Source: an optimization exercise on an open RTL-to-GDS flow (aim: small area, a short achievable clock period and few clock cycles). Production flows keep margins and buffers that such runs may drop. No functional check of the RTL was part of any run shown here.

## flow/design.v (module list and top-level ports; edited modules follow where they fit)
// module ccore: 1132 lines
module ccore (
    input  wire        clk,
    input  wire        rst,       
    input  wire        we,        
    input  wire [9:0]  addr,      
    input  wire [31:0] wdata,     
    output reg  [31:0] rdata      
);
  // ...
==> flow/run.sh <==
#!/bin/bash
# synth_recipe.tcl (not shown) runs the flow's synth.tcl, then flattens the netlist and writes it again
# the make line also repeats each setting of config.mk as NAME=value (left out here)
make -C /OpenROAD-flow-scripts/flow DESIGN_CONFIG=/design/flow/config.mk WORK_HOME=/design/flow/orfs CLKGATE_MAP_FILE= SYNTH_SCRIPT=/design/flow/synth_recipe.tcl finish
==> flow/config.mk <==
export PLATFORM = sky130hd
export DESIGN_NAME = ccore
export DESIGN_NICKNAME = ccore
export VERILOG_FILES = /design/flow/design.v
export SDC_FILE = /design/flow/constraint.sdc
export NUM_CORES = 8
export LEC_CHECK = 0
export CAP_MARGIN = 20
export CORE_MARGIN = 2
export CORE_UTILIZATION = 40
export SLEW_MARGIN = 20
==> flow/constraint.sdc <==
create_clock -name core_clock -period 12.0 [get_ports {clk}]
set_input_delay 2.4000 -clock core_clock [delete_from_list [all_inputs] [get_ports {clk}]]
set_output_delay 2.4000 -clock core_clock [all_outputs]
set_load 0.01 [all_outputs]
==> metrics.md, run 1 <==
| Metric | Value |
|---|---|
| Status | complete, but fails checks |
| SO Faults | setup timing |
| Clock network area share | 4.57% |
| Final setup viols | 62 |
| Seq Cell Count | 1433 |
| Post-synth top area share | 41.9% |
| Post-Route WL | 501 mm |
| Crit start category | primary input |
| Multi-In Gates | 6470 |
| Crit. Startpoint | addr[8] |
| DIE WIDTH | 471 µm |
| Gr usage total | 43.7% |
| CLK BUF | 193 |
| Synth Area in XOR/XNOR | 3.87% |
| R2r endpoint | gr[5] |
| Buf+Inv Stages, Crit Path | 37 |
| Largest family of logic cells by synthesized area | compound AO/OA/AOI/OAI gates |
| Final WS setup | -1.05 ns |
| Worst hold slack | 0.455 ns |
| Final GP Congestion | 1.10 |
| Top Ports | 77 |
| Reg2Reg Depth | 71 |
| Worst min-delay path class | reg2reg |
| Core area | 217000 µm² |
| Number of synthesized flops with an enable pin | 1219 |
| Num CTS Buffers | 153 |
| Area growth syn-to-layout | 31.0% |
| Fmax | 0.0766 GHz |
| Most instantiated cells after synthesis | 1219 x edfxtp_1, 956 x nand2_1, 790 x nor2_1, 544 x a21oi_1, 451 x inv_1 |
| Total placed instance area | 107000 µm² |
| Drt pass-1 iters | 10 |
| Final min period | 13.05 ns |
==> run 2: changes to the inputs <==
--- a/flow/design.v
+++ b/flow/design.v
@@ -11,24 +11,24 @@
                      B_LEN  = 10'h003, N_REG = 10'h004, I_REG = 10'h005,
                      CMD    = 10'h008, STAT  = 10'h009, CFG   = 10'h00A,
                      Q_REG  = 10'h010, R_REG = 10'h011, CW_VAL = 10'h012,
                      CW_LEN = 10'h013, T_LEN = 10'h014;
     localparam [2:0] OP_NOP = 3'd0, OP_BLEN = 3'd1, OP_SLEN = 3'd2, OP_DIV = 3'd3,
                      OP_ENC = 3'd4, OP_ANLZ = 3'd5, OP_POPC = 3'd6, OP_BINOM = 3'd7;
     localparam [2:0] F_INVALID_DIVISOR = 3'd1, F_INVARIANT = 3'd2, F_OVERFLOW = 3'd3,
                      F_BAD_OPERAND = 3'd4, F_ILLEGAL_CMD = 3'd5;
-    localparam [2:0] S_IDLE  = 3'd0,
-                     S_GDIV  = 3'd1,    
-                     S_CLR   = 3'd2,    
-                     S_ENUM  = 3'd3,    
-                     S_DRAIN = 3'd4,    
-                     S_FA    = 3'd5,    
-                     S_FB    = 3'd6,    
-                     S_FC    = 3'd7;    
+    localparam [3:0] S_IDLE  = 4'd0,
+                     S_GDIV  = 4'd1,    
+                     S_CLR   = 4'd2,    
+                     S_ENUM  = 4'd3,    
+                     S_DRAIN = 4'd4,    
+                     S_FA    = 4'd5,    
+                     S_FB    = 4'd6,    
+                     S_FC    = 4'd8;    
     localparam KSTEP = 4;    
     function [5:0] bitlen;
         input [31:0] v;
         integer k;
         begin
             bitlen = 6'd0;
             for (k = 0; k < 32; k = k + 1)
                 if (v[k]) bitlen = k + 1;
@@ -120,27 +120,28 @@
     reg [13:0] co_25;
     reg [13:0] co_26;
     reg [13:0] co_27;
     reg [13:0] co_28;
     reg [13:0] co_29;
     reg [13:0] co_30;
     reg [13:0] co_31;
     reg co_32;
-    reg [2:0]  state;
+    reg [3:0]  state;
     wire       busy = (state != S_IDLE);
-    wire       anlz_tab = state[2] | (state == S_CLR) | (state == S_ENUM);
+    wire       anlz_tab = (state != S_IDLE) && (state != S_GDIV);
     reg [31:0] gr;           
     reg [31:0] gq;           
     reg [31:0] gx;           
     reg [2:0]  gcnt;         
     reg [5:0]  fi;           
-    reg [5:0]  pc;           
-    reg        v1, pv;       
-    wire [5:0] tidx = anlz_tab ? ((state == S_ENUM || state == S_DRAIN) ? pc : fi) : addr[7:2];
+    reg [5:0]  lp0, lp1, lp2, lp3;    
+    reg [3:0]  lv;           
+    reg [31:1] pend;         
+    wire [5:0] tidx = anlz_tab ? ((state == S_ENUM || state == S_DRAIN) ? {1'b0, sel} : fi) : addr[7:2];
     reg  [29:0] tab_no;
     reg  [13:0] tab_co;
     always @* begin
         tab_no = 30'd0; tab_co = 14'd0;
         case (tidx)
             6'd1: begin tab_no = no_1; tab_co = co_1; end
             6'd2: begin tab_no = no_2; tab_co = co_2; end
             6'd3: begin tab_no = no_3; tab_co = co_3; end
@@ -801,17 +802,17 @@
     wire [5:0] enc_lz = a_lz - enc_r;                       
     wire [2:0] div_skip = (a_lz[5:2] >= 4'd8) ? 3'd7 : a_lz[4:2];
     wire [2:0] enc_skip = (enc_lz[5:2] >= 4'd8) ? 3'd7 : enc_lz[4:2];
     wire       acc_enc = (wdata[2:0] == OP_ENC);
     wire [4:0] acc_amt = acc_enc ? (enc_r[4:0] + {enc_skip, 2'b00}) : {div_skip, 2'b00};
     wire [4:0] g_tz = tzcount(gx);
     wire       sh_enum = (state == S_ENUM);
     wire [31:0] sh_in  = sh_enum ? b_val : a_val;
-    wire [4:0]  sh_amt = sh_enum ? g_tz : acc_amt;
+    wire [4:0]  sh_amt = sh_enum ? g_tz + 5'd2 : acc_amt;
     wire [31:0] sh_out = sh_in << sh_amt;
     reg [31:0] gd_r, gd_t;
     reg [31:0] gd_q;
     reg        gd_d;
     integer s;
     always @* begin
         gd_r = gr;
         gd_q = gq;
@@ -820,92 +821,277 @@
             gd_d = |(gd_t & b_top);
             gd_r = gd_d ? (gd_t ^ b_val) : gd_t;
             gd_q = {gd_q[30:0], gd_d};
         end
     end
     wire [31:0] gd_x = {gx[31-KSTEP:0], gx[31:32-KSTEP]};    
     wire [6:0]  kk = {1'b0, n_r} - {1'b0, b_r};           
     wire        kk_pos = !kk[6] && (kk != 7'd0);
-    wire [31:0] u_last = (kk[5]) ? 32'hFFFF_FFFF : ((32'd1 << kk[4:0]) - 32'd1);
+    wire [31:0] g_end  = (kk[5:1] == 5'd0) ? 32'd1 : (32'd1 << (kk[4:0] - 5'd2));
     wire [31:0] e_next = gr ^ sh_out;
-    wire        e_last = (gx == u_last);
-    wire [29:0] fz      = tab_no;                          
-    wire [30:0] fa_no   = {1'b0, rom_c} - {1'b0, fz};
-    wire [43:0] fb_d    = {14'd0, fz} * 44'd10000;
-    wire [30:0] fc_t1   = {gr[29:0], gq[13]};
-    wire [31:0] fc_s1   = {1'b0, fc_t1} - {2'b0, rom_c};
+    wire        e_last = (gx == g_end);
+    wire        kk1    = (kk[5:0] == 6'd1);
+    wire [31:0] b_sh1  = {b_val[30:0], 1'b0};
+    wire [31:0] ln1    = gr ^ b_val;
+    wire [31:0] ln2    = gr ^ b_sh1;
+    wire [31:0] ln3    = gr ^ b_val ^ b_sh1;
+    wire [3:0]  ln_v   = {~kk1, ~kk1, 1'b1, gx != 32'd1};
+    wire        enum_ph = (state == S_ENUM) || (state == S_DRAIN);
+    reg  [4:0]  sel;
+    integer si;
+    always @* begin
+        sel = 5'd0;
+        for (si = 31; si >= 1; si = si - 1)
+            if (pend[si]) sel = si;
+    end
+    wire [31:1] svc = pend & ~(pend - 31'd1);
+    wire [25:0] hi_wd = tab_no[29:4] + 26'd1;
+    wire [30:0] fb_no   = {1'b0, gx[29:0]} - {1'b0, gr[29:0]};
+    wire [43:0] fm_d    = {14'd0, fb_no[29:0]} * 44'd10000;
+    wire [30:0] fc_t1   = {gr[29:0], gq[14]};
+    wire [31:0] fc_s1   = {1'b0, fc_t1} - {2'b0, gx[29:0]};
     wire        fc_q1   = !fc_s1[31];
     wire [29:0] fc_r1   = fc_q1 ? fc_s1[29:0] : fc_t1[29:0];
-    wire [30:0] fc_t2   = {fc_r1, gq[12]};
-    wire [31:0] fc_s2   = {1'b0, fc_t2} - {2'b0, rom_c};
+    wire [30:0] fc_t2   = {fc_r1, gq[13]};
+    wire [31:0] fc_s2   = {1'b0, fc_t2} - {2'b0, gx[29:0]};
     wire        fc_q2   = !fc_s2[31];
     wire [29:0] fc_r2   = fc_q2 ? fc_s2[29:0] : fc_t2[29:0];
-    wire [13:0] fc_q    = {gq[11:0], fc_q1, fc_q2};
+    wire [30:0] fc_t3   = {fc_r2, gq[12]};
+    wire [31:0] fc_s3   = {1'b0, fc_t3} - {2'b0, gx[29:0]};
+    wire        fc_q3   = !fc_s3[31];
+    wire [29:0] fc_r3   = fc_q3 ? fc_s3[29:0] : fc_t3[29:0];
+    wire [14:0] fc_q    = {gq[11:0], fc_q1, fc_q2, fc_q3};
+    wire        fa_z0   = (tab_no == 30'd0);
+    wire        fa_zc   = (tab_no == rom_c);
     reg [32:0] no_we, co_we;
     reg [29:0] no_wd;
     reg [13:0] co_wd;
     always @* begin
         no_we = 33'd0; co_we = 33'd0;
         no_wd = 30'd0; co_wd = 14'd0;
         case (state)
             S_CLR: begin
                 no_we = {33{1'b1}};
                 no_wd = 30'd0;
             end
-            S_ENUM, S_DRAIN: begin
-                no_we[pc] = pv;
-                no_wd = tab_no + 30'd1;
-            end
             S_FA: begin
+                no_we[fi] = fa_z0 | fa_zc;
+                no_wd = fa_z0 ? rom_c : 30'd0;
+                co_we[fi] = fa_z0 | fa_zc;
+                co_wd = fa_z0 ? 14'd10000 : 14'd0;
+            end
+            S_FB: begin
                 no_we[fi] = 1'b1;
-                no_wd = fa_no[29:0];
-                co_we[fi] = (fz == 30'd0) || (fa_no == 31'd0);
-                co_wd = (fz == 30'd0) ? 14'd10000 : 14'd0;
+                no_wd = fb_no[29:0];
             end
             S_FC: begin
                 co_we[fi] = (gcnt == 3'd0);
-                co_wd = fc_q;
+                co_wd = fc_q[13:0];
             end
             default: ;
         endcase
     end
+    wire [2:0] cnt_1 = {2'd0, lv[0] && lp0 == 6'd1} + {2'd0, lv[1] && lp1 == 6'd1} + {2'd0, lv[2] && lp2 == 6'd1} + {2'd0, lv[3] && lp3 == 6'd1};
+    wire [4:0] ls_1 = no_1[3:0] + cnt_1;
+    wire [2:0] cnt_2 = {2'd0, lv[0] && lp0 == 6'd2} + {2'd0, lv[1] && lp1 == 6'd2} + {2'd0, lv[2] && lp2 == 6'd2} + {2'd0, lv[3] && lp3 == 6'd2};
+    wire [4:0] ls_2 = no_2[3:0] + cnt_2;
+    wire [2:0] cnt_3 = {2'd0, lv[0] && lp0 == 6'd3} + {2'd0, lv[1] && lp1 == 6'd3} + {2'd0, lv[2] && lp2 == 6'd3} + {2'd0, lv[3] && lp3 == 6'd3};
+    wire [4:0] ls_3 = no_3[3:0] + cnt_3;
+    wire [2:0] cnt_4 = {2'd0, lv[0] && lp0 == 6'd4} + {2'd0, lv[1] && lp1 == 6'd4} + {2'd0, lv[2] && lp2 == 6'd4} + {2'd0, lv[3] && lp3 == 6'd4};
+    wire [4:0] ls_4 = no_4[3:0] + cnt_4;
+    wire [2:0] cnt_5 = {2'd0, lv[0] && lp0 == 6'd5} + {2'd0, lv[1] && lp1 == 6'd5} + {2'd0, lv[2] && lp2 == 6'd5} + {2'd0, lv[3] && lp3 == 6'd5};
+    wire [4:0] ls_5 = no_5[3:0] + cnt_5;
+    wire [2:0] cnt_6 = {2'd0, lv[0] && lp0 == 6'd6} + {2'd0, lv[1] && lp1 == 6'd6} + {2'd0, lv[2] && lp2 == 6'd6} + {2'd0, lv[3] && lp3 == 6'd6};
+    wire [4:0] ls_6 = no_6[3:0] + cnt_6;
+    wire [2:0] cnt_7 = {2'd0, lv[0] && lp0 == 6'd7} + {2'd0, lv[1] && lp1 == 6'd7} + {2'd0, lv[2] && lp2 == 6'd7} + {2'd0, lv[3] && lp3 == 6'd7};
+    wire [4:0] ls_7 = no_7[3:0] + cnt_7;
+    wire [2:0] cnt_8 = {2'd0, lv[0] && lp0 == 6'd8} + {2'd0, lv[1] && lp1 == 6'd8} + {2'd0, lv[2] && lp2 == 6'd8} + {2'd0, lv[3] && lp3 == 6'd8};
+    wire [4:0] ls_8 = no_8[3:0] + cnt_8;
+    wire [2:0] cnt_9 = {2'd0, lv[0] && lp0 == 6'd9} + {2'd0, lv[1] && lp1 == 6'd9} + {2'd0, lv[2] && lp2 == 6'd9} + {2'd0, lv[3] && lp3 == 6'd9};
+    wire [4:0] ls_9 = no_9[3:0] + cnt_9;
+    wire [2:0] cnt_10 = {2'd0, lv[0] && lp0 == 6'd10} + {2'd0, lv[1] && lp1 == 6'd10} + {2'd0, lv[2] && lp2 == 6'd10} + {2'd0, lv[3] && lp3 == 6'd10};
+    wire [4:0] ls_10 = no_10[3:0] + cnt_10;
+    wire [2:0] cnt_11 = {2'd0, lv[0] && lp0 == 6'd11} + {2'd0, lv[1] && lp1 == 6'd11} + {2'd0, lv[2] && lp2 == 6'd11} + {2'd0, lv[3] && lp3 == 6'd11};
+    wire [4:0] ls_11 = no_11[3:0] + cnt_11;
+    wire [2:0] cnt_12 = {2'd0, lv[0] && lp0 == 6'd12} + {2'd0, lv[1] && lp1 == 6'd12} + {2'd0, lv[2] && lp2 == 6'd12} + {2'd0, lv[3] && lp3 == 6'd12};
+    wire [4:0] ls_12 = no_12[3:0] + cnt_12;
+    wire [2:0] cnt_13 = {2'd0, lv[0] && lp0 == 6'd13} + {2'd0, lv[1] && lp1 == 6'd13} + {2'd0, lv[2] && lp2 == 6'd13} + {2'd0, lv[3] && lp3 == 6'd13};
+    wire [4:0] ls_13 = no_13[3:0] + cnt_13;
+    wire [2:0] cnt_14 = {2'd0, lv[0] && lp0 == 6'd14} + {2'd0, lv[1] && lp1 == 6'd14} + {2'd0, lv[2] && lp2 == 6'd14} + {2'd0, lv[3] && lp3 == 6'd14};
+    wire [4:0] ls_14 = no_14[3:0] + cnt_14;
+    wire [2:0] cnt_15 = {2'd0, lv[0] && lp0 == 6'd15} + {2'd0, lv[1] && lp1 == 6'd15} + {2'd0, lv[2] && lp2 == 6'd15} + {2'd0, lv[3] && lp3 == 6'd15};
+    wire [4:0] ls_15 = no_15[3:0] + cnt_15;
+    wire [2:0] cnt_16 = {2'd0, lv[0] && lp0 == 6'd16} + {2'd0, lv[1] && lp1 == 6'd16} + {2'd0, lv[2] && lp2 == 6'd16} + {2'd0, lv[3] && lp3 == 6'd16};
+    wire [4:0] ls_16 = no_16[3:0] + cnt_16;
+    wire [2:0] cnt_17 = {2'd0, lv[0] && lp0 == 6'd17} + {2'd0, lv[1] && lp1 == 6'd17} + {2'd0, lv[2] && lp2 == 6'd17} + {2'd0, lv[3] && lp3 == 6'd17};
+    wire [4:0] ls_17 = no_17[3:0] + cnt_17;
+    wire [2:0] cnt_18 = {2'd0, lv[0] && lp0 == 6'd18} + {2'd0, lv[1] && lp1 == 6'd18} + {2'd0, lv[2] && lp2 == 6'd18} + {2'd0, lv[3] && lp3 == 6'd18};
+    wire [4:0] ls_18 = no_18[3:0] + cnt_18;
+    wire [2:0] cnt_19 = {2'd0, lv[0] && lp0 == 6'd19} + {2'd0, lv[1] && lp1 == 6'd19} + {2'd0, lv[2] && lp2 == 6'd19} + {2'd0, lv[3] && lp3 == 6'd19};
+    wire [4:0] ls_19 = no_19[3:0] + cnt_19;
+    wire [2:0] cnt_20 = {2'd0, lv[0] && lp0 == 6'd20} + {2'd0, lv[1] && lp1 == 6'd20} + {2'd0, lv[2] && lp2 == 6'd20} + {2'd0, lv[3] && lp3 == 6'd20};
+    wire [4:0] ls_20 = no_20[3:0] + cnt_20;
+    wire [2:0] cnt_21 = {2'd0, lv[0] && lp0 == 6'd21} + {2'd0, lv[1] && lp1 == 6'd21} + {2'd0, lv[2] && lp2 == 6'd21} + {2'd0, lv[3] && lp3 == 6'd21};
+    wire [4:0] ls_21 = no_21[3:0] + cnt_21;
+    wire [2:0] cnt_22 = {2'd0, lv[0] && lp0 == 6'd22} + {2'd0, lv[1] && lp1 == 6'd22} + {2'd0, lv[2] && lp2 == 6'd22} + {2'd0, lv[3] && lp3 == 6'd22};
+    wire [4:0] ls_22 = no_22[3:0] + cnt_22;
+    wire [2:0] cnt_23 = {2'd0, lv[0] && lp0 == 6'd23} + {2'd0, lv[1] && lp1 == 6'd23} + {2'd0, lv[2] && lp2 == 6'd23} + {2'd0, lv[3] && lp3 == 6'd23};
+    wire [4:0] ls_23 = no_23[3:0] + cnt_23;
+    wire [2:0] cnt_24 = {2'd0, lv[0] && lp0 == 6'd24} + {2'd0, lv[1] && lp1 == 6'd24} + {2'd0, lv[2] && lp2 == 6'd24} + {2'd0, lv[3] && lp3 == 6'd24};
+    wire [4:0] ls_24 = no_24[3:0] + cnt_24;
+    wire [2:0] cnt_25 = {2'd0, lv[0] && lp0 == 6'd25} + {2'd0, lv[1] && lp1 == 6'd25} + {2'd0, lv[2] && lp2 == 6'd25} + {2'd0, lv[3] && lp3 == 6'd25};
+    wire [4:0] ls_25 = no_25[3:0] + cnt_25;
+    wire [2:0] cnt_26 = {2'd0, lv[0] && lp0 == 6'd26} + {2'd0, lv[1] && lp1 == 6'd26} + {2'd0, lv[2] && lp2 == 6'd26} + {2'd0, lv[3] && lp3 == 6'd26};
+    wire [4:0] ls_26 = no_26[3:0] + cnt_26;
+    wire [2:0] cnt_27 = {2'd0, lv[0] && lp0 == 6'd27} + {2'd0, lv[1] && lp1 == 6'd27} + {2'd0, lv[2] && lp2 == 6'd27} + {2'd0, lv[3] && lp3 == 6'd27};
+    wire [4:0] ls_27 = no_27[3:0] + cnt_27;
+    wire [2:0] cnt_28 = {2'd0, lv[0] && lp0 == 6'd28} + {2'd0, lv[1] && lp1 == 6'd28} + {2'd0, lv[2] && lp2 == 6'd28} + {2'd0, lv[3] && lp3 == 6'd28};
+    wire [4:0] ls_28 = no_28[3:0] + cnt_28;
+    wire [2:0] cnt_29 = {2'd0, lv[0] && lp0 == 6'd29} + {2'd0, lv[1] && lp1 == 6'd29} + {2'd0, lv[2] && lp2 == 6'd29} + {2'd0, lv[3] && lp3 == 6'd29};
+    wire [4:0] ls_29 = no_29[3:0] + cnt_29;
+    wire [2:0] cnt_30 = {2'd0, lv[0] && lp0 == 6'd30} + {2'd0, lv[1] && lp1 == 6'd30} + {2'd0, lv[2] && lp2 == 6'd30} + {2'd0, lv[3] && lp3 == 6'd30};
+    wire [4:0] ls_30 = no_30[3:0] + cnt_30;
+    wire [2:0] cnt_31 = {2'd0, lv[0] && lp0 == 6'd31} + {2'd0, lv[1] && lp1 == 6'd31} + {2'd0, lv[2] && lp2 == 6'd31} + {2'd0, lv[3] && lp3 == 6'd31};
+    wire [4:0] ls_31 = no_31[3:0] + cnt_31;
+    wire [2:0] cnt_32 = {2'd0, lv[0] && lp0 == 6'd32} + {2'd0, lv[1] && lp1 == 6'd32} + {2'd0, lv[2] && lp2 == 6'd32} + {2'd0, lv[3] && lp3 == 6'd32};
+    wire [1:0] ls_32 = no_32[0:0] + cnt_32;
+    wire [31:1] cout = {ls_31[4], ls_30[4], ls_29[4], ls_28[4], ls_27[4], ls_26[4], ls_25[4], ls_24[4], ls_23[4], ls_22[4], ls_21[4], ls_20[4], ls_19[4], ls_18[4], ls_17[4], ls_16[4], ls_15[4], ls_14[4], ls_13[4], ls_12[4], ls_11[4], ls_10[4], ls_9[4], ls_8[4], ls_7[4], ls_6[4], ls_5[4], ls_4[4], ls_3[4], ls_2[4], ls_1[4]};
+    wire stall = |(pend & cout);
+    wire apply = enum_ph && !stall;
     always @(posedge clk) begin
-        if (no_we[1]) no_1 <= no_wd[5:0];
-        if (no_we[2]) no_2 <= no_wd[8:0];
-        if (no_we[3]) no_3 <= no_wd[12:0];
-        if (no_we[4]) no_4 <= no_wd[15:0];
-        if (no_we[5]) no_5 <= no_wd[17:0];
-        if (no_we[6]) no_6 <= no_wd[19:0];
-        if (no_we[7]) no_7 <= no_wd[21:0];
-        if (no_we[8]) no_8 <= no_wd[23:0];
-        if (no_we[9]) no_9 <= no_wd[24:0];
-        if (no_we[10]) no_10 <= no_wd[25:0];
-        if (no_we[11]) no_11 <= no_wd[26:0];
-        if (no_we[12]) no_12 <= no_wd[27:0];
-        if (no_we[13]) no_13 <= no_wd[28:0];
-        if (no_we[14]) no_14 <= no_wd[28:0];
-        if (no_we[15]) no_15 <= no_wd[29:0];
-        if (no_we[16]) no_16 <= no_wd[29:0];
-        if (no_we[17]) no_17 <= no_wd[29:0];
-        if (no_we[18]) no_18 <= no_wd[28:0];
-        if (no_we[19]) no_19 <= no_wd[28:0];
-        if (no_we[20]) no_20 <= no_wd[27:0];
-        if (no_we[21]) no_21 <= no_wd[26:0];
-        if (no_we[22]) no_22 <= no_wd[25:0];
-        if (no_we[23]) no_23 <= no_wd[24:0];
-        if (no_we[24]) no_24 <= no_wd[23:0];
-        if (no_we[25]) no_25 <= no_wd[21:0];
-        if (no_we[26]) no_26 <= no_wd[19:0];
-        if (no_we[27]) no_27 <= no_wd[17:0];
-        if (no_we[28]) no_28 <= no_wd[15:0];
-        if (no_we[29]) no_29 <= no_wd[12:0];
-        if (no_we[30]) no_30 <= no_wd[8:0];
-        if (no_we[31]) no_31 <= no_wd[5:0];
-        if (no_we[32]) no_32 <= no_wd[0:0];
+        if (state == S_CLR) pend <= 31'd0;
+        else if (enum_ph) pend <= (pend & ~svc) | (apply ? cout : 31'd0);
+        if (enum_ph) begin
+            if (apply && cnt_1 != 3'd0) no_1[3:0] <= ls_1[3:0];
+            if (svc[1]) no_1[5:4] <= hi_wd[1:0];
+        end else if (no_we[1]) no_1 <= no_wd[5:0];
+        if (enum_ph) begin
+            if (apply && cnt_2 != 3'd0) no_2[3:0] <= ls_2[3:0];
+            if (svc[2]) no_2[8:4] <= hi_wd[4:0];
+        end else if (no_we[2]) no_2 <= no_wd[8:0];
+        if (enum_ph) begin
+            if (apply && cnt_3 != 3'd0) no_3[3:0] <= ls_3[3:0];
+            if (svc[3]) no_3[12:4] <= hi_wd[8:0];
+        end else if (no_we[3]) no_3 <= no_wd[12:0];
+        if (enum_ph) begin
+            if (apply && cnt_4 != 3'd0) no_4[3:0] <= ls_4[3:0];
+            if (svc[4]) no_4[15:4] <= hi_wd[11:0];
+        end else if (no_we[4]) no_4 <= no_wd[15:0];
+        if (enum_ph) begin
+            if (apply && cnt_5 != 3'd0) no_5[3:0] <= ls_5[3:0];
+            if (svc[5]) no_5[17:4] <= hi_wd[13:0];
+        end else if (no_we[5]) no_5 <= no_wd[17:0];
+        if (enum_ph) begin
+            if (apply && cnt_6 != 3'd0) no_6[3:0] <= ls_6[3:0];
+            if (svc[6]) no_6[19:4] <= hi_wd[15:0];
+        end else if (no_we[6]) no_6 <= no_wd[19:0];
+        if (enum_ph) begin
+            if (apply && cnt_7 != 3'd0) no_7[3:0] <= ls_7[3:0];
+            if (svc[7]) no_7[21:4] <= hi_wd[17:0];
+        end else if (no_we[7]) no_7 <= no_wd[21:0];
+        if (enum_ph) begin
+            if (apply && cnt_8 != 3'd0) no_8[3:0] <= ls_8[3:0];
+            if (svc[8]) no_8[23:4] <= hi_wd[19:0];
+        end else if (no_we[8]) no_8 <= no_wd[23:0];
+        if (enum_ph) begin
+            if (apply && cnt_9 != 3'd0) no_9[3:0] <= ls_9[3:0];
+            if (svc[9]) no_9[24:4] <= hi_wd[20:0];
+        end else if (no_we[9]) no_9 <= no_wd[24:0];
+        if (enum_ph) begin
+            if (apply && cnt_10 != 3'd0) no_10[3:0] <= ls_10[3:0];
+            if (svc[10]) no_10[25:4] <= hi_wd[21:0];
+        end else if (no_we[10]) no_10 <= no_wd[25:0];
+        if (enum_ph) begin
+            if (apply && cnt_11 != 3'd0) no_11[3:0] <= ls_11[3:0];
+            if (svc[11]) no_11[26:4] <= hi_wd[22:0];
+        end else if (no_we[11]) no_11 <= no_wd[26:0];
+        if (enum_ph) begin
+            if (apply && cnt_12 != 3'd0) no_12[3:0] <= ls_12[3:0];
+            if (svc[12]) no_12[27:4] <= hi_wd[23:0];
+        end else if (no_we[12]) no_12 <= no_wd[27:0];
+        if (enum_ph) begin
+            if (apply && cnt_13 != 3'd0) no_13[3:0] <= ls_13[3:0];
+            if (svc[13]) no_13[28:4] <= hi_wd[24:0];
+        end else if (no_we[13]) no_13 <= no_wd[28:0];
+        if (enum_ph) begin
+            if (apply && cnt_14 != 3'd0) no_14[3:0] <= ls_14[3:0];
+            if (svc[14]) no_14[28:4] <= hi_wd[24:0];
+        end else if (no_we[14]) no_14 <= no_wd[28:0];
+        if (enum_ph) begin
+            if (apply && cnt_15 != 3'd0) no_15[3:0] <= ls_15[3:0];
+            if (svc[15]) no_15[29:4] <= hi_wd[25:0];
+        end else if (no_we[15]) no_15 <= no_wd[29:0];
+        if (enum_ph) begin
+            if (apply && cnt_16 != 3'd0) no_16[3:0] <= ls_16[3:0];
+            if (svc[16]) no_16[29:4] <= hi_wd[25:0];
+        end else if (no_we[16]) no_16 <= no_wd[29:0];
+        if (enum_ph) begin
+            if (apply && cnt_17 != 3'd0) no_17[3:0] <= ls_17[3:0];
+            if (svc[17]) no_17[29:4] <= hi_wd[25:0];
+        end else if (no_we[17]) no_17 <= no_wd[29:0];
+        if (enum_ph) begin
+            if (apply && cnt_18 != 3'd0) no_18[3:0] <= ls_18[3:0];
+            if (svc[18]) no_18[28:4] <= hi_wd[24:0];
+        end else if (no_we[18]) no_18 <= no_wd[28:0];
+        if (enum_ph) begin
+            if (apply && cnt_19 != 3'd0) no_19[3:0] <= ls_19[3:0];
+            if (svc[19]) no_19[28:4] <= hi_wd[24:0];
+        end else if (no_we[19]) no_19 <= no_wd[28:0];
+        if (enum_ph) begin
+            if (apply && cnt_20 != 3'd0) no_20[3:0] <= ls_20[3:0];
+            if (svc[20]) no_20[27:4] <= hi_wd[23:0];
+        end else if (no_we[20]) no_20 <= no_wd[27:0];
+        if (enum_ph) begin
+            if (apply && cnt_21 != 3'd0) no_21[3:0] <= ls_21[3:0];
+            if (svc[21]) no_21[26:4] <= hi_wd[22:0];
+        end else if (no_we[21]) no_21 <= no_wd[26:0];
+        if (enum_ph) begin
+            if (apply && cnt_22 != 3'd0) no_22[3:0] <= ls_22[3:0];
+            if (svc[22]) no_22[25:4] <= hi_wd[21:0];
+        end else if (no_we[22]) no_22 <= no_wd[25:0];
+        if (enum_ph) begin
+            if (apply && cnt_23 != 3'd0) no_23[3:0] <= ls_23[3:0];
+            if (svc[23]) no_23[24:4] <= hi_wd[20:0];
+        end else if (no_we[23]) no_23 <= no_wd[24:0];
+        if (enum_ph) begin
+            if (apply && cnt_24 != 3'd0) no_24[3:0] <= ls_24[3:0];
+            if (svc[24]) no_24[23:4] <= hi_wd[19:0];
+        end else if (no_we[24]) no_24 <= no_wd[23:0];
+        if (enum_ph) begin
+            if (apply && cnt_25 != 3'd0) no_25[3:0] <= ls_25[3:0];
+            if (svc[25]) no_25[21:4] <= hi_wd[17:0];
+        end else if (no_we[25]) no_25 <= no_wd[21:0];
+        if (enum_ph) begin
+            if (apply && cnt_26 != 3'd0) no_26[3:0] <= ls_26[3:0];
+            if (svc[26]) no_26[19:4] <= hi_wd[15:0];
+        end else if (no_we[26]) no_26 <= no_wd[19:0];
+        if (enum_ph) begin
+            if (apply && cnt_27 != 3'd0) no_27[3:0] <= ls_27[3:0];
+            if (svc[27]) no_27[17:4] <= hi_wd[13:0];
+        end else if (no_we[27]) no_27 <= no_wd[17:0];
+        if (enum_ph) begin
+            if (apply && cnt_28 != 3'd0) no_28[3:0] <= ls_28[3:0];
+            if (svc[28]) no_28[15:4] <= hi_wd[11:0];
+        end else if (no_we[28]) no_28 <= no_wd[15:0];
+        if (enum_ph) begin
+            if (apply && cnt_29 != 3'd0) no_29[3:0] <= ls_29[3:0];
+            if (svc[29]) no_29[12:4] <= hi_wd[8:0];
+        end else if (no_we[29]) no_29 <= no_wd[12:0];
+        if (enum_ph) begin
+            if (apply && cnt_30 != 3'd0) no_30[3:0] <= ls_30[3:0];
+            if (svc[30]) no_30[8:4] <= hi_wd[4:0];
+        end else if (no_we[30]) no_30 <= no_wd[8:0];
+        if (enum_ph) begin
+            if (apply && cnt_31 != 3'd0) no_31[3:0] <= ls_31[3:0];
+            if (svc[31]) no_31[5:4] <= hi_wd[1:0];
+        end else if (no_we[31]) no_31 <= no_wd[5:0];
+        if (enum_ph) begin
+            if (apply && cnt_32 != 3'd0) no_32[0:0] <= ls_32[0:0];
+        end else if (no_we[32]) no_32 <= no_wd[0:0];
         if (co_we[1]) co_1 <= co_wd;
         if (co_we[2]) co_2 <= co_wd;
         if (co_we[3]) co_3 <= co_wd;
         if (co_we[4]) co_4 <= co_wd;
         if (co_we[5]) co_5 <= co_wd;
         if (co_we[6]) co_6 <= co_wd;
         if (co_we[7]) co_7 <= co_wd;
         if (co_we[8]) co_8 <= co_wd;
@@ -1034,56 +1220,52 @@
                             end
                         endcase
                     end
                 end
                 S_CLR: begin
                     gr <= 32'd0;
                     gx <= 32'd1;
                     fi <= 6'd1;
-                    v1 <= 1'b0;
-                    pv <= 1'b0;
+                    lv <= 4'd0;
                     if (kk_pos) state <= S_ENUM;
                     else if (n_r == 6'd0) finish_anlz();
                     else state <= S_FA;
                 end
                 S_ENUM: begin
-                    gr <= e_next;
-                    gx <= gx + 32'd1;
-                    v1 <= 1'b1;
-                    pc <= popcount(gr);
-                    pv <= v1;
-                    if (e_last) begin
-                        gcnt <= 3'd1;
-                        state <= S_DRAIN;
+                    if (!stall) begin
+                        gr  <= e_next;
+                        gx  <= gx + 32'd1;
+                        lp0 <= popcount(gr);
+                        lp1 <= popcount(ln1);
+                        lp2 <= popcount(ln2);
+                        lp3 <= popcount(ln3);
+                        lv  <= ln_v;
+                        if (e_last) state <= S_DRAIN;
                     end
                 end
                 S_DRAIN: begin
-                    v1 <= 1'b0;
-                    pc <= popcount(gr);
-                    pv <= v1;
-                    gcnt <= gcnt - 3'd1;
-                    if (gcnt == 3'd0) state <= S_FA;
+                    if (!stall) lv <= 4'd0;
+                    if (lv == 4'd0 && pend == 31'd0) state <= S_FA;
                 end
                 S_FA: begin
-                    if (fz == 30'd0 || fa_no == 31'd0) begin
-                        next_entry();
-                    end else begin
-                        state <= S_FB;
-                    end
+                    gx <= {2'd0, rom_c};
+                    gr <= {2'd0, tab_no};
+                    if (fa_z0 || fa_zc) next_entry();
+                    else state <= S_FB;
                 end
                 S_FB: begin
-                    gr <= {2'd0, fb_d[43:14]};
-                    gq <= {18'd0, fb_d[13:0]};
-                    gcnt <= 3'd6;
+                    gr <= {3'd0, fm_d[43:15]};
+                    gq <= {17'd0, fm_d[14:0]};
+                    gcnt <= 3'd4;
                     state <= S_FC;
                 end
                 S_FC: begin
-                    gr <= {2'd0, fc_r2};
-                    gq <= {18'd0, fc_q};
+                    gr <= {2'd0, fc_r3};
+                    gq <= {17'd0, fc_q};
                     gcnt <= gcnt - 3'd1;
                     if (gcnt == 3'd0) next_entry();
                 end
                 default: ;
             endcase
         end
     end
     task complete;
==> flow/config.mk (replaced) <==
export PLATFORM = sky130hd
export DESIGN_NAME = ccore
export DESIGN_NICKNAME = ccore
export VERILOG_FILES = /design/flow/design.v
export SDC_FILE = /design/flow/constraint.sdc
export NUM_CORES = 8
export LEC_CHECK = 0
export CAP_MARGIN = 20
export CORE_MARGIN = 2
export CORE_UTILIZATION = 40
export SETUP_SLACK_MARGIN = 2
export SLEW_MARGIN = 20
export TNS_END_PERCENT = 100
==> metrics.md, run 2 <==
| Metric | Value |
|---|---|
| CTS tree | yes |
| Num CTS Buffers | 168 (+9.8%) |
| Final min period | 11.31 ns (-1.75 ns) |
| Adder-Cell Fraction of Synth Area | 10.6% |
| Worst min-delay path class | reg2reg |
| Placed cells | 15900 |
| R2r startpoint | gr[4] |
| WL/cell | 42.8 µm |
| Die ar. | 274000 µm² |
| Worst Setup End Kind | flip-flop |
| Synth Area in Compound Gates | 19.7% |
| Post-detail-place hpwl | 525 mm |
| CTS Root Cell | clkbuf_16 |
| Worst slew pin tran | 1.25 ns |
| Design area | 132000 µm² |
| Routed Antenna Nets | 0 |
| Congestion Overflow GR | 0 |
| First DRT Iteration DRCs | 22000 |
| Final setup viols | 0 (-100%) |
| Drt pass-1 iters | 14 (+4) |
| Syn_nets | 12500 |
| R2R Setup Slk | 0.69 ns |
| Worst slew margin | 16.4% |
| Most instantiated library cell after synthesis | edfxtp_1 |
| Critical Path RT | 12.58 ns |
| Synth cell types | 112 |
| Final Hold Fails | 0 |
| Reg2Reg Depth | 69 (-2.8%) |
| Number of H-tree levels | 4 |
| Crit-path slowest cell | edfxtp_1 |
| Largest family of logic cells by synthesized area | compound AO/OA/AOI/OAI gates |
| Ys Warns | 1 |
| Core area | 268000 µm² (+24%) |
| CTS clock-pin slew for the worst setup and hold paths | 0.06 ns |
| Hold path depth | 2 |
| Gr usage total | 49.3% (+5.7 points) |
| Fmax | 0.0884 GHz (+15%) |
| Nets | 13500 |
| CP Data Arrival Time | 11.89 ns |
| DIE WIDTH | 524 µm (+11%) |
| Syn Area/Cell | 9.27 µm² |
| CP max stage delay | 0.43 ns |
| Post-Syn Instances | 11700 |
| Post-Route WL | 701 mm (+40%) |
| Crit Path Class | reg2reg |
| Ys async rst share | 0% |
| Rows | 190 |
| Most instantiated cells after synthesis | 1238 x edfxtp_1, 1236 x nand2_1, 920 x nor2_1, 778 x a21oi_1, 635 x clkbuf_1 |
| First-pass GRT wire length | 932 mm |
| Crit start category | flip-flop |
| RSZ-0062 raised after global routing | true |
| Post-synthesis simple-gate area fraction | 17.7% |
| Status | no timing/DRC/antenna violations |
| Primary FF master, synth | edfxtp_1 |
| Initial antenna violation count | 72 |
| Vias in the first global route | 109000 |
| Number of synthesized flops with an enable pin | 1238 (+1.6%) |
| Commonest cells after routing, fill and taps aside | 1434 x buf_4, 1238 x edfxtp_1, 1179 x nand2_1 |
| Cell Count, Final, Fillers Out | 16400 |
| Clk sinks | 1484 |
| Post-synth top area share | 34.4% (-7.5 points) |
| Area growth syn-to-layout | 22.4% |
| Final GP Congestion | 1.13 (+3.4%) |
| CP top delay family | compound AO/OA/AOI/OAI gates |
| Final Cycle Share | 94.2% |
| R2r endpoint | gr[7] |
| Fin. max-slew vios | 0 |
| Worst Path Max Fanout | 7 |
| Cts hold-fix bufs | 0 |
| Hold Path End | q_r[15] |
| Mapped Area | 108000 µm² |
| Skew final | 0.122 ns |
| Top Ports | 77 (unchanged) |
| Commonest non-fill, non-tap cell in the layout | buf_4 |
| DR vias | 117000 |
| Largest cells by area after synthesis | edfxtp_1 34%, ha_1 5.7%, fa_1 4.9%, dfxtp_1 4.6%, nand2_1 4.3% |
| Cell taking the most area after synthesis | edfxtp_1 |
| Most Frequent Cell on Critical Path | buf_4 |
| Hold path start | q_r[15] |
| Post-synthesis sequential area ratio | 39.0% |
| Initial Utilization | 40.2% |
| Die H | 524 µm |
| Port Buf Inserts | 76 |
| Vias per inst | 7.13 |
| CTS Buffer Depth | 4 |
| #FFs+latches synth | 1484 |
| Largest net degree at the start of global routing | 125 |
| Max-Cap Viols | 0 |
| Buf+Inv Stages, Crit Path | 29 (-22%) |
| Drt drc | 0 |
| Synth Area in XOR/XNOR | 4.64% (+0.76 points) |
| Total placed instance area | 123000 µm² (+16%) |
| Clk latency of the worst-skew pair | 0.94 ns |
| Layout cells sized above 1 | 20.0% |
| Mux cell area share after synthesis | 3.57% |
## run 2: cell count changes in the layout (fill, tap and decap cells not counted), moves of 65 or more
cell / delta
a21o_1: +90
fa_1: +136
o21ai_0: +153
a31oi_1: +65
xnor2_1: +128
a22o_1: -66
ha_1: +162
nor2b_1: +70
inv_1: +75
a21oi_1: +209
nor2_1: +182
buf_4: -507
nand2_1: +281
## run 2: metrics by stage
step                      hold slack (ns)  setup TNS [ns]  utilization [%]  setup WS [ns]
after floorplan                     0.431               0                -           1.19
after global placement              0.440               0             46.0         0.0221
after detailed placement            0.447         -0.0434             46.0        -0.0434
after CTS                           0.455               0             48.7          0.999
after global routing                0.466               0             49.2          0.271
final                               0.456               0             49.3          0.691
## run 2: routing by layer
| layer | wire length, µm | track usage [%] | part of all wire (%) |
|---|---|---|---|
| met5 | 489 | 0.312 | 0.070 |
| met2 | 277000 | 68.7 | 40 |
| met4 | 68500 | 37.3 | 9.8 |
| met3 | 104000 | 18.1 | 15 |
| met1 | 250000 | 61.9 | 36 |
## run 2: cells by family after synthesis
family | count (synthesis)
xor+xnor | 567
flops | 1484
buf+inv | 1351
mux | 353
compound gates | 3166
fa+ha+maj | 757
simple gates | 3972
## run 2: cell type report
cell class | count | area (µm²)
Fill cell | 25100 | 136000
Multi-Input combinational cell | 8817 | 64100
Sequential cell | 1484 | 42100
Timing Repair Buffer | 1657 | 14200
Tap cell | 3552 | 4440
Clock buffer | 213 | 4440
Inverter | 546 | 2060
Clock inverter | 84 | 754
Antenna cell | 33 | 82.6
## run 2: worst max-delay path by stage
stage | endpoint | depth (start not counted) | start | slack [ns]
6_report | gr[7] | 69 | gr[4] | 0.69
5_1_grt | gr[7] | 59 | gr[3] | 0.27
4_1_cts | gr[7] | 59 | gr[3] | 1.0
3_5_place_dp | rdata[0] | 21 | addr[8] | -0.04
3_3_place_gp | rdata[0] | 21 | addr[8] | 0.02
2_1_floorplan | gr[7] | 63 | gx[1] | 1.19
## run 2: worst reg2reg max path: cells and delay by family, from the launching register on
kind                       cells  cell delay (ns)
adders and majority gates      2             0.60
muxes                          2             0.55
DFF                            1             0.43
and+or+nand+nor               11             1.80
AOI/OAI and AO/OA             25             3.96
buffers and inverters         29             3.68
## run 2: what timing repair did
| item | 4_1_cts | 5_1_grt |
|---|---|---|
| resized for setup | 271 | 211 |
| buffers inserted | 111 | 53 |
| endpoints found under the setup margin | 1202 | 122 |
| pin swaps | 62 | 74 |
| gates cloned | 3 | 0 |

==> re-timing with driven ports <==
The results above use ideal ports. As a check the final layouts listed here were re-extracted and re-timed, cells and wires unchanged. Step 1 assumes that a clkbuf_16 drives the clock port and a buf_2 every other input. Step 2 adds t to the input delays and takes it off the output delays; t is the mean of the earliest and latest rising clock arrival at the registers after step 1. Input paths then give back, and output paths get back, about the clock's delay inside the block. Three values: ideal, step 1, step 2; two values: the first two.
run | shift t [ns] | setup WS [ns] | worst setup path at the end | clock arrival spread, ns
run 1 | 0.902 | -1.055 / -1.040 / -1.942 | input to register | 0.094 / 0.094
run 2 | 0.992 | 0.691 / 0.691 / 0.691 | register to register | 0.122 / 0.123
The setup slack of run 1, which loses most, moves by +0.015 ns with the drivers and by -0.887 ns with both steps.
